Source: an optimization exercise on an open RTL-to-GDS flow (aim: small area). Production flows keep margins and buffers that such runs may drop. In this exercise RTL edits were held to simulation tests only and were not proved equivalent to the original. Power and IR drop assume default switching activity.

Design spark16_core, start of the top module:
module spark16_core (
    input  wire        clk,
    input  wire        rst,           
    input  wire        load,
    input  wire [15:0] load_start,
    input  wire [15:0] load_len,
    output reg         mem_valid,
    output reg         mem_we,
    output reg  [15:0] mem_addr,
    output reg  [15:0] mem_wdata,
    input  wire        mem_ready,
    input  wire [15:0] mem_rdata,
    output wire        halted,
    output wire        faulted,
    output wire [2:0]  fault_kind,
    input  wire [3:0]  dbg_sel,
    output reg  [15:0] dbg_data
);
==> flow/config.mk <==
export PLATFORM = sky130hd
export DESIGN_NAME = spark16_core
export DESIGN_NICKNAME = spark16_core
export VERILOG_FILES = /design/flow/design.v
export SDC_FILE = /design/flow/constraint.sdc
export NUM_CORES = 4
export LEC_CHECK = 0
export CAP_MARGIN = 20
export CORE_MARGIN = 2
export CORE_UTILIZATION = 60
export CTS_BUF_LIST = sky130_fd_sc_hd__clkbuf_16
export CTS_CLUSTER_DIAMETER = 120
export CTS_CLUSTER_SIZE = 24
export SLEW_MARGIN = 20
==> flow/constraint.sdc <==
create_clock -name core_clock -period 10.0 [get_ports {clk}]
set_input_delay 2.0000 -clock core_clock [delete_from_list [all_inputs] [get_ports {clk}]]
set_output_delay 2.0000 -clock core_clock [all_outputs]
set_load 0.01 [all_outputs]
standard.sh (not shown) runs the stock make flow with config.mk's settings and CLKGATE_MAP_FILE= SYNTH_SCRIPT=/design/flow/synth_recipe.tcl, a recipe that flattens the netlist after the stock synthesis.
==> flow/flow/run.sh <==
#!/bin/bash
# Own layout flow: the standard layout (standard.sh, ORFS synthesis to finish) with two
# changes that only affect how the layout is made:
#  - synthesis: synth_recipe.tcl unchanged, except that Yosys's abc call (the mapping of the
#    combinational logic, after the registers are mapped) uses the area-oriented script
#    flow/abc_area.script instead of ORFS's speed script;
#  - the port buffers that global placement inserts use the smallest buffer cell.
# Every tool's output goes to standard_flow.log here; ORFS's own logs are under orfs/logs.
set -euo pipefail
W=$(pwd)
{
  cat <<EOT
proc abc {args} {
  set out {}
  set skip 0
  foreach a \$args {
    if {\$skip} { lappend out $W/flow/abc_area.script; set skip 0; continue }
    if {\$a eq "-script"} { lappend out \$a; set skip 1; continue }
    lappend out \$a
  }
  yosys abc {*}\$out
}
EOT
  cat synth_recipe.tcl
} > own_synth.tcl
bash standard.sh "SYNTH_SCRIPT=$W/own_synth.tcl" \
  "BUFFER_PORTS_ARGS=-buffer_cell sky130_fd_sc_hd__buf_1" finish > standard_flow.log 2>&1
==> flow/flow/abc_area.script <==
strash
&get -n
&fraig -x
&put
scorr
dc2
strash
&get -n
&dch -f
&nf -R 1000
&st
&dch -f
&nf -R 1000
&put
Rerun with:
--- a/flow/design.v
+++ b/flow/design.v
@@ -28,24 +28,25 @@
     localparam [3:0] S_DEC  = 4'd9;
     localparam [3:0] S_MEM  = 4'd10;
     localparam [3:0] S_ROT  = 4'd11;
     localparam [3:0] S_DONE = 4'd12;
     reg [15:0] rf [1:7];
     reg [15:0] pc, sp, pe, ps;
     reg        fz, fc, fn, fv;
     reg [15:0] ir;
     reg [3:0]  aux;           
     reg        psv;           
     reg        c;             
     reg        ic;            
+    reg        gt, all1;      
     reg [3:0]  cnt;
     reg [3:0]  state;
     wire done;
     assign halted     = done & aux[3];
     assign fault_kind = done ? aux[2:0] : 3'd0;
     assign faulted    = done & (aux[2:0] != 3'd0);
     wire pass = ~state[3];
     assign done = (state == S_DONE);
     wire t0   = (cnt == 4'd0);
     wire [3:0] op   = ir[15:12];
     wire [2:0] f    = ir[2:0];
     wire [3:0] sub  = ir[11:8];
@@ -262,25 +263,25 @@
             2'd0: pc_in = pc[0];
             2'd1: pc_in = inc_o;
             2'd2: pc_in = r;
             default: pc_in = b;
         endcase
         case (sps)
             2'd0: sp_in = sp[0];
             2'd1: sp_in = inc_o;
             2'd2: sp_in = r;
             default: sp_in = ~t0;
         endcase
     end
-    wire chk_bad = ~c | (ic ? ~aux[1] : aux[0]);
+    wire chk_bad = ~c | (ic ? ~all1 : gt);
     wire moob    = ic & pc[0];
     always @* begin
         mem_valid = 1'b0;
         mem_we    = 1'b0;
         mem_addr  = pc;
         mem_wdata = rm;
         if (state == S_FET) begin
             mem_valid = ~chk_bad & ~moob;
         end else if (state == S_MEM) begin
             mem_valid = 1'b1;
             mem_we    = mem_wr;
             if (is_ld | is_st)
@@ -315,24 +316,28 @@
         if (load)
             ps <= load_start;
     end
     always @(posedge clk) begin
         if (accept & ~mem_we)
             ir <= mem_rdata;
     end
     always @(posedge clk) begin
         if (pass) begin
             c  <= cout;
             ic <= ic_n;
         end
+        if (state == S_CHK) begin
+            gt   <= (inc_o ^ pe[0]) ? inc_o : (gt & ~t0);
+            all1 <= pe[0] & (all1 | t0);
+        end
     end
     wire t15 = (cnt == 4'd15);
     always @(posedge clk) begin
         case (flm)
             3'd1, 3'd2: begin
                 fz <= (fz | t0) & ~r;
                 if (t15) begin
                     fn <= r;
                     fc <= (flm == 3'd1) & (cout ^ subm);
                     fv <= (flm == 3'd1) & (cin ^ cout);
                 end
             end
@@ -363,29 +368,26 @@
         end else if (load) begin
             state   <= S_LDP;
             cnt     <= 4'd0;
             psv     <= 1'b1;
         end else begin
             if (pass | (rot & ~rot_end))
                 cnt <= cnt + 4'd1;
             else
                 cnt <= 4'd0;
             case (state)
                 S_CLR, S_LDP, S_EXJ, S_EXL, S_EXR, S_EXP:
                     if (t15) state <= S_CHK;
-                S_CHK: begin
-                    aux[0] <= (inc_o ^ pe[0]) ? inc_o : (aux[0] & ~t0);
-                    aux[1] <= pe[0] & (aux[1] | t0);
+                S_CHK:
                     if (t15) state <= S_FET;
-                end
                 S_FET: begin
                     if (chk_bad) begin
                         aux     <= 4'd3;
                         state   <= S_DONE;
                     end else if (moob) begin
                         aux     <= 4'd2;
                         state   <= S_DONE;
                     end else if (mem_ready)
                         state <= S_DEC;
                 end
                 S_DEC: begin
                     aux    <= is_sh ? rm[3:0] :
Result: The changed run finished with timing, DRC and antenna clean; setup slack degrades by 0.027 ns; global-route usage came out higher by 0.86 points; fmax came out lower by 0.33%; core utilization came out lower by 0.10 points; sequential share of layout area came out higher by 0.60 points; total power came out lower by 1.5%; worst hold slack degrades by 0.0086 ns.

==> separate check: timing with driven ports <==
The flow's constraints put no driver on any port. The routed layouts listed below were extracted and timed again, unchanged, in two steps.
Step 1: set_driving_cell puts a clkbuf_16 on clk and a buf_2 on each other input, an assumption about the parent block.
Step 2 adds t to the input delays and takes it off the output delays; t is the mean of the earliest and latest rising clock arrival at the registers after step 1. Input paths then give back, and output paths get back, about the clock's delay inside the block.
Slacks: no drivers / after step 1 / after step 2; pairs: no drivers / after step 1.
run | t, ns | setup WS [ns] | worst setup path after step 2 | worst data-port slew with drivers (ns)
the first run | 0.518 | 1.966 / 1.966 / 1.966 | register to register | 0.05
the second run | 0.517 | 1.940 / 1.940 / 1.940 | register to register | 0.04
After both steps setup and hold are still met in every run listed.
